This is an optimization exercise on Yosys and OpenROAD, whose aim is small area and a short achievable clock period, not a production implementation.
Only simulation tests tie the RTL to the original design; equivalence was not proved.
Power is estimated from default activity; no workload was simulated.

<file path="flow/design.v">
module pipe_cpu (
    input  wire        clk,
    input  wire        rst,
    output wire [31:0] imem_addr,
    input  wire [31:0] imem_rdata,
    input  wire        host_rf_we,
    input  wire [4:0]  host_rf_waddr,
    input  wire [31:0] host_rf_wdata,
    output wire        rf_we,
    output wire [4:0]  rf_waddr,
    output wire [31:0] rf_wdata,
    output wire [31:0] dmem_addr,
    output wire        dmem_re,
    output wire        dmem_we,
    output wire [31:0] dmem_wdata,
    input  wire [31:0] dmem_rdata,
    output wire [31:0] pc,
    output wire [31:0] ifid_instr,
    output wire [31:0] idex_instr,
    output wire [31:0] exmem_instr,
    output wire [31:0] memwb_instr
);
    localparam [5:0] OP_RTYPE = 6'h00;
    localparam [5:0] OP_J     = 6'h02;
    localparam [5:0] OP_BEQ   = 6'h04;
    localparam [5:0] OP_LW    = 6'h23;
    localparam [5:0] OP_SW    = 6'h2B;
    reg [31:2] pc_q;                  
    reg [31:0] ifid_q;
    reg [31:0] idex_q;
    reg [31:0] exmem_q;
    reg [31:0] memwb_q;
    reg [31:0] ifid_a,  ifid_b;
    reg        dsA_ex,  dsB_ex;       
    reg [31:0] idex_a, idex_b;
    reg        xA_ex;                 
    reg        xS_ex;                 
    reg        xB_ex, xB_rf, xB_imm;  
    reg        x_sub;                 
    reg [31:0] exmem_alu;
    reg [31:0] exmem_sd;
    reg        exmem_re, exmem_we;
    reg        memwb_wr;
    reg [4:0]  memwb_rd;
    reg [31:0] memwb_val;
    wire        bank_we   = rst ? host_rf_we    : memwb_wr;
    wire [4:0]  bank_wa   = rst ? host_rf_waddr : memwb_rd;
    wire [31:0] bank_wd   = rst ? host_rf_wdata : memwb_val;
    wire [32*32-1:0] bank;
    assign bank[31:0] = 32'd0;
    genvar gi;
    generate
        for (gi = 1; gi < 32; gi = gi + 1) begin : row
            reg [31:0] q;
            always @(posedge clk)
                if (bank_we && bank_wa == gi) q <= bank_wd;
            assign bank[gi*32 +: 32] = q;
        end
    endgenerate
    function automatic [32:0] add32(input [31:0] a, input [31:0] b, input cin);
        reg [32:0] g, p;
        reg [31:0] x;
        integer i, d;
        begin
            x = a ^ b;
            g = {a & b, cin};
            p = {x, 1'b0};
            for (d = 1; d < 33; d = d * 2)
                for (i = 32; i >= d; i = i - 1) begin
                    g[i] = g[i] | (p[i] & g[i-d]);
                    p[i] = p[i] & p[i-d];
                end
            add32 = {g[32], x ^ g[31:0]};
        end
    endfunction
    function automatic [29:0] add30p1(input [29:0] a, input [29:0] b);
        reg [30:0] g, p;
        reg [29:0] x;
        integer i, d;
        begin
            x = a ^ b;
            g = {a & b, 1'b1};
            p = {x, 1'b0};
            for (d = 1; d < 31; d = d * 2)
                for (i = 30; i >= d; i = i - 1) begin
                    g[i] = g[i] | (p[i] & g[i-d]);
                    p[i] = p[i] & p[i-d];
                end
            add30p1 = x ^ g[29:0];
        end
    endfunction
    function automatic [29:0] inc30(input [29:0] a);
        reg [29:0] p;
        integer i, d;
        begin
            p = a;
            for (d = 1; d < 30; d = d * 2)
                for (i = 29; i >= d; i = i - 1)
                    p[i] = p[i] & p[i-d];
            inc30 = a ^ {p[28:0], 1'b1};
        end
    endfunction
    function automatic [4:0] dest_of(input [31:0] w);
        dest_of = w[31] ? w[20:16] : w[15:11];
    endfunction
    function automatic writes_of(input [31:0] w);
        writes_of = (w[31:26] == OP_RTYPE) || (w[31:26] == OP_LW);
    endfunction
    wire [4:0] idex_dest  = dest_of(idex_q);
    wire       idex_wr    = writes_of(idex_q);
    wire [4:0] exmem_dest = dest_of(exmem_q);
    wire       exmem_wr   = writes_of(exmem_q);
    wire [31:0] mem_val = exmem_re ? dmem_rdata : exmem_alu;
    wire [4:0] f_rs = imem_rdata[25:21];
    wire [4:0] f_rt = imem_rdata[20:16];
    wire f_exA = idex_wr  && idex_dest  == f_rs && f_rs != 5'd0;
    wire f_exB = idex_wr  && idex_dest  == f_rt && f_rt != 5'd0;
    wire f_mwA = exmem_wr && exmem_dest == f_rs && f_rs != 5'd0;
    wire f_mwB = exmem_wr && exmem_dest == f_rt && f_rt != 5'd0;
    wire f_wbA = memwb_wr && memwb_rd == f_rs && f_rs != 5'd0;
    wire f_wbB = memwb_wr && memwb_rd == f_rt && f_rt != 5'd0;
    wire [31:0] f_rsHot = 32'd1 << f_rs;
    wire [31:0] f_rtHot = 32'd1 << f_rt;
    reg  [31:0] f_rdA, f_rdB;
    integer k;
    always @(*) begin
        f_rdA = 32'd0;
        f_rdB = 32'd0;
        for (k = 1; k < 32; k = k + 1) begin
            f_rdA = f_rdA | ({32{f_rsHot[k]}} & bank[k*32 +: 32]);
            f_rdB = f_rdB | ({32{f_rtHot[k]}} & bank[k*32 +: 32]);
        end
    end
    wire [31:0] f_a = f_mwA ? mem_val : f_wbA ? memwb_val : f_rdA;
    wire [31:0] f_b = f_mwB ? mem_val : f_wbB ? memwb_val : f_rdB;
    wire [5:0]  id_op = ifid_q[31:26];
    wire [4:0]  id_rs = ifid_q[25:21];
    wire [4:0]  id_rt = ifid_q[20:16];
    wire [5:0]  id_fn = ifid_q[5:0];
    wire [31:0] id_a = dsA_ex ? exmem_alu : ifid_a;
    wire [31:0] id_b = dsB_ex ? exmem_alu : ifid_b;
    wire id_equal = (id_a == id_b);
    wire [31:2] id_pc4 = inc30(pc_q);
    wire [31:2] id_br  = add30p1(pc_q, {{14{ifid_q[15]}}, ifid_q[15:0]});
    wire [31:2] id_jmp = {id_pc4[31:28], ifid_q[25:0]};
    wire        id_isJ = (id_op == OP_J);
    wire        id_isB = (id_op == OP_BEQ);
    wire [31:2] id_seq = id_isJ ? id_jmp : id_pc4;
    wire [31:2] id_npc = (id_isB && id_equal) ? id_br : id_seq;
    wire d_exA = idex_wr && idex_dest == id_rs && id_rs != 5'd0;
    wire d_exB = idex_wr && idex_dest == id_rt && id_rt != 5'd0;
    wire [31:0] d_a = dsA_ex ? mem_val : ifid_a;
    wire [31:0] d_b = dsB_ex ? mem_val : ifid_b;
    wire d_src = (id_op == OP_LW) || (id_op == OP_SW);
    wire d_sub = (id_op == OP_RTYPE) && (id_fn == 6'h22 || id_fn == 6'h2A);
    wire [31:0] ex_imm = {{16{idex_q[15]}}, idex_q[15:0]};
    wire [31:0] ex_a  = xA_ex ? exmem_alu : idex_a;
    wire [31:0] ex_sd = xS_ex ? exmem_alu : idex_b;
    wire [31:0] ex_b  = ({32{xB_ex}} & exmem_alu) | ({32{xB_rf}} & idex_b) |
                        ({32{xB_imm}} & ex_imm);
    wire [32:0] ex_sum = add32(ex_a, ex_b ^ {32{x_sub}}, x_sub);
    wire        ex_lt  = ~ex_sum[32];
    wire [5:0] ex_op = idex_q[31:26];
    wire [5:0] ex_fn = idex_q[5:0];
    wire ex_rt   = (ex_op == OP_RTYPE);
    wire ex_mem  = ex_op[5];    
    wire ex_selS = ex_mem || (ex_rt && (ex_fn == 6'h20 || ex_fn == 6'h22));
    wire ex_selA = ex_rt && ex_fn == 6'h24;
    wire ex_selO = ex_rt && ex_fn == 6'h25;
    wire ex_selL = ex_rt && ex_fn == 6'h2A;
    wire [31:0] ex_res = ({32{ex_selS}} & ex_sum[31:0]) |
                         ({32{ex_selA}} & (ex_a & ex_b)) |
                         ({32{ex_selO}} & (ex_a | ex_b)) |
                         {31'd0, ex_selL & ex_lt};
    assign dmem_addr  = exmem_alu;
    assign dmem_re    = exmem_re;
    assign dmem_we    = exmem_we;
    assign dmem_wdata = exmem_sd;
    assign rf_we    = memwb_wr;
    assign rf_waddr = memwb_rd;
    assign rf_wdata = memwb_val;
    assign pc          = {pc_q, 2'b00};
    assign imem_addr   = {pc_q, 2'b00};
    assign ifid_instr  = ifid_q;
    assign idex_instr  = idex_q;
    assign exmem_instr = exmem_q;
    assign memwb_instr = memwb_q;
    always @(posedge clk) begin
        ifid_a    <= f_a;
        ifid_b    <= f_b;
        dsA_ex    <= f_exA;
        dsB_ex    <= f_exB;
        idex_a    <= d_a;
        idex_b    <= d_b;
        xA_ex     <= d_exA;
        xS_ex     <= d_exB;
        xB_ex     <= d_exB & ~d_src;
        xB_rf     <= ~d_exB & ~d_src;
        xB_imm    <= d_src;
        x_sub     <= d_sub;
        exmem_alu <= ex_res;
        exmem_sd  <= ex_sd;
        memwb_val <= mem_val;
        memwb_rd  <= exmem_dest;
    end
    always @(posedge clk) begin
        if (rst) begin
            pc_q     <= 30'd0;
            ifid_q   <= 32'd0;
            idex_q   <= 32'd0;
            exmem_q  <= 32'd0;
            memwb_q  <= 32'd0;
            exmem_re <= 1'b0;
            exmem_we <= 1'b0;
            memwb_wr <= 1'b0;
        end else begin
            pc_q     <= id_npc;
            ifid_q   <= imem_rdata;
            idex_q   <= ifid_q;
            exmem_q  <= idex_q;
            memwb_q  <= exmem_q;
            exmem_re <= (idex_q[31:26] == OP_LW);
            exmem_we <= (idex_q[31:26] == OP_SW);
            memwb_wr <= exmem_wr;
        end
    end
endmodule
</file>
<file path="flow/run.sh">
#!/bin/bash
# synth_recipe.tcl (not shown) runs the flow's synth.tcl, then flattens the netlist and writes it again
# the make line also repeats each setting of config.mk as NAME=value (left out here)
make -C /OpenROAD-flow-scripts/flow DESIGN_CONFIG=/design/flow/config.mk WORK_HOME=/design/flow/orfs CLKGATE_MAP_FILE= SYNTH_SCRIPT=/design/flow/synth_recipe.tcl finish
</file>
<file path="flow/config.mk">
export PLATFORM = sky130hd
export DESIGN_NAME = pipe_cpu
export DESIGN_NICKNAME = pipe_cpu
export VERILOG_FILES = /design/flow/design.v
export SDC_FILE = /design/flow/constraint.sdc
export NUM_CORES = 4
export LEC_CHECK = 0
export CAP_MARGIN = 20
export CORE_MARGIN = 2
export CORE_UTILIZATION = 40
export SETUP_SLACK_MARGIN = 4.2
export SLEW_MARGIN = 20
</file>
<file path="flow/constraint.sdc">
create_clock -name core_clock -period 7.0 [get_ports {clk}]
set_input_delay 1.4000 -clock core_clock [delete_from_list [all_inputs] [get_ports {clk}]]
set_output_delay 1.4000 -clock core_clock [all_outputs]
set_load 0.01 [all_outputs]
</file>
==> results.toml <==
[outcome]
outcome = "finished clean"

[clocking]
h-tree-depth = 4
cts.sinks = 1390
cts_tree = "done"
clk_latency_ns = 0.83
root_buffer = "clkbuf_16"
clk_path_buf_depth = 3
cts_made_buffers = 146
path_clk_slew_ns = 0.06

[critical_path]
cp_cell_sequence = "buf_12 > a222oi_1 > xnor2_1 > ha_1 > a21o_1 > a21o_1 > a21o_1 > a22oi_2 > nand2_4 > and3_4 > o2111ai_4 > a31oi_4 > buf_6 > xnor2_2 > o22ai_1"
reg2reg_depth = 15
crit_slowest_cell = "a222oi_1"
endpoint_kind = "register"
cp_data_required_time_ns = 7.70
worstReg2RegEnd = "exmem_alu[30]$_DFF_P_"
critPathKind = "register to register"
crit_top_cell = "a21o_1"
reg2reg_slack_ns = 3.50
cp_slowest_stage_delay_ns = 0.42
timing.critical_path.buf_inv = 2
start_kind = "register"
r2r_start = "xB_rf$_DFF_P_"
critPathTopFamily = "compound AO/OA/AOI/OAI gates"
crit_fanout = 7
crit_cells = 15
cp.arrival_ns = 4.21

[timing]
finalHoldViolCount = 0
setup_viol = 0
finClkSkew_ns = 0.0401
tns_ns = 0
tightest_slew_ns = 1.30
rsz0062_at_grt = "yes"
finalCritPeriodShare = 0.500
finalMaxSlewViolations = 0
clock.fmax_ghz = 0.286
fin_crit_ns = 3.50
relSlewSlack = 0.109

[global_routing]
antenna_found_initial = 27
grt.overflow.total = 0
grt_max_degree = 84
grt_pass1_wl_mm = 432
track_usage = 0.402
grt_pass1_vias = 51898

[logic_synthesis]
ys_async_sr_fraction = 0
synth_cell_types = 73
syn_inst = 4803
synth_top_family_by_area = "compound AO/OA/AOI/OAI gates"
synth_edf_count = 992
ys_warn_count = 1
synth_seq_area_share = 0.621
synth.area.top_cells = "edfxtp_1, dfxtp_1, a22oi_1"
ys_ff_latch = 1390
syn_area_per_cell_um2 = 12.6
synth_compound_area_frac = 0.188
synth_flop_cell = "edfxtp_1"
syn_area_um2 = 60800
yosys.area.top_type = "edfxtp_1"
yosys.area_share.simple = 0.0806
synthAdderAreaFrac = 0.0182
synth_xor_xnor_area_share = 0.0252
synth_top_area_frac = 0.490
synthMuxAreaShare = 0.0371

[place]
hpwl_mm = 188
portBuffers = 395
place.gp.congestion = 1.02

[final_layout]
fillers = 12718
post-route-util = 0.530
drive_gt1_frac = 0.318
multi_input_area_um2 = 23800
regArea_um2 = 38400
final_common_cell = "edfxtp_1"
final_nets = 5837
area_growth_pct = 32.1
final_cell_mix = "edfxtp_1, a22oi_1, buf_4"

[route]
drc = 0
drt.antenna.violating_nets = 0
wirelength_mm = 325
num_vias = 55857
dr.pass1.iters = 13
drt_iter0_drc = 11629
routedWlPerCell_um = 41.4
via_per_inst = 7.13

[floorplan]
io_pins = 400
die_x_um = 394
core_um2 = 151000
dieArea_um2 = 155000
start_util = 0.401
dieHeight_um = 394
row_count = 143

[power_and_ir_drop]
power.density_nw_per_um2 = 264
p_int_mw = 15.3
clkPwrFrac = 0.388
p_sw_mw = 5.87
pwr-share-comb = 0.155
p_sw_frac = 0.278
cellLeakagePower_nw = 29.6
peakVddDrop_uv = 294
seqPwrFrac = 0.457

[worst_hold_path]
hold_start = "idex_q[22]$_SDFF_PP0_"
whs_path_depth = 1
holdCritPathClass = "register to register"
hold_path_end = "exmem_q[22]$_SDFF_PP0_"

[flow_run]
maxCapViolations = 0
## cells in the mapped netlist, types with 103 or more instances
cell type	number
edfxtp_1	992
a22oi_1	544
dfxtp_1	398
nor2_1	337
clkbuf_1	259
a22o_1	212
a221oi_1	196
a21oi_1	156
nand3_1	151
nand4_1	145
nor2b_1	140
mux2i_1	128
nand2_1	103
xnor2_1	103
## power groups by stage
stage	logic, mW	clock network [mW]	registers, mW
floorplan	1.62	0	9.67
global placement	2.60	0	9.87
detailed placement	2.62	0	9.87
CTS	3.02	8.16	9.62
global route	3.42	8.50	9.67
finish	3.28	8.20	9.67
## worst max-delay path by stage
stage | from | end
floorplan | rst | row[1].q[0]$_DFFE_PP_
global route | xB_rf$_DFF_P_ | exmem_alu[30]$_DFF_P_
detailed placement | imem_rdata[18] | ifid_b[24]$_DFF_P_
finish | xB_rf$_DFF_P_ | exmem_alu[30]$_DFF_P_
CTS | xB_rf$_DFF_P_ | exmem_alu[0]$_DFF_P_
global placement | imem_rdata[18] | ifid_b[24]$_DFF_P_
## flip-flops by register name, indices dropped and copies added, names as in the netlist, 5 cells and up
signal	flops
memwb_rd	5
pc_q	30
row.q	992
idex_a	32
exmem_q	32
idex_b	32
ifid_a	32
exmem_sd	32
exmem_alu	32
idex_q	32
memwb_val	32
ifid_q	32
ifid_b	32
memwb_q	32
## cell families (layout without fill, tap and decap cells)
logic type                 count (synthesis)  after routing
AOI/OAI and AO/OA                       1508           1508
DFF                                     1390           1390
and+or+nand+nor                          982            985
buffers and inverters                    438           1419
muxes                                    214            214
xor gates and xnor gates                 175            175
adders and majority gates                 95             95
other                                      1             22
## per-layer routing
metal	GRT usage	wire length [um]
met1	0.468	106000
met2	0.562	129000
met3	0.197	55200
met4	0.315	34600
met5	0	190
## area by class of cell
class                   instances  share of cell area
diodes                         18            0.000561
clock buffers                 191              0.0499
clock inverters                77              0.0123
inverters                      79             0.00385
multi-input cells            2981               0.297
flip-flops and latches       1390               0.478
well taps                    2030              0.0317
repair buffers               1072               0.126
## repair_timing
action / CTS / global route
hold endpoints to repair: 0 / 0
buffers inserted: 396 / 77
gates resized for setup: 1726 / 233
setup endpoints to repair: 1402 / 559
gates cloned: 13 / 1
hold buffers: 0 / 0
pin swaps: 132 / 66
## stage by stage
step           cell area, um2  power, mW  std cells  worst slack [ns]  hold slack, ns
2_1_floorplan           63300       11.3       4806              3.76           0.447
3_3_place_gp            68900       12.5       7056              1.94           0.452
3_5_place_dp            69100       12.5       7065              1.91           0.450
4_1_cts                 79000       20.8       7742              3.54           0.455
5_1_grt                 80200       21.6       7831              3.42           0.463
6_report                80200       21.1       7838              3.50           0.455

-- static timing again, ports no longer ideal --
Ports are ideal in the flow. The routed layout listed here was re-timed in OpenROAD. Step 1, drivers: a clkbuf_16 drives clk and a buf_2 each remaining input, both assumed. Step 2 also shifts input and output timing later by t, the mid clock arrival at the registers, as if the neighbouring blocks saw the same clock. Slacks: ideal ports / drivers / drivers and shift; pairs: ideal ports / drivers.
t, ns: 0.899
setup WS [ns]: 3.499 / 3.499 / 3.105
hold WS [ns]: 0.455 / 0.455 / 0.455
pins driven straight from the clock port: 1
After both steps this run still meets setup and hold. For this run, drivers alone change the setup slack by 0.000 ns; drivers and shift together by -0.394 ns.
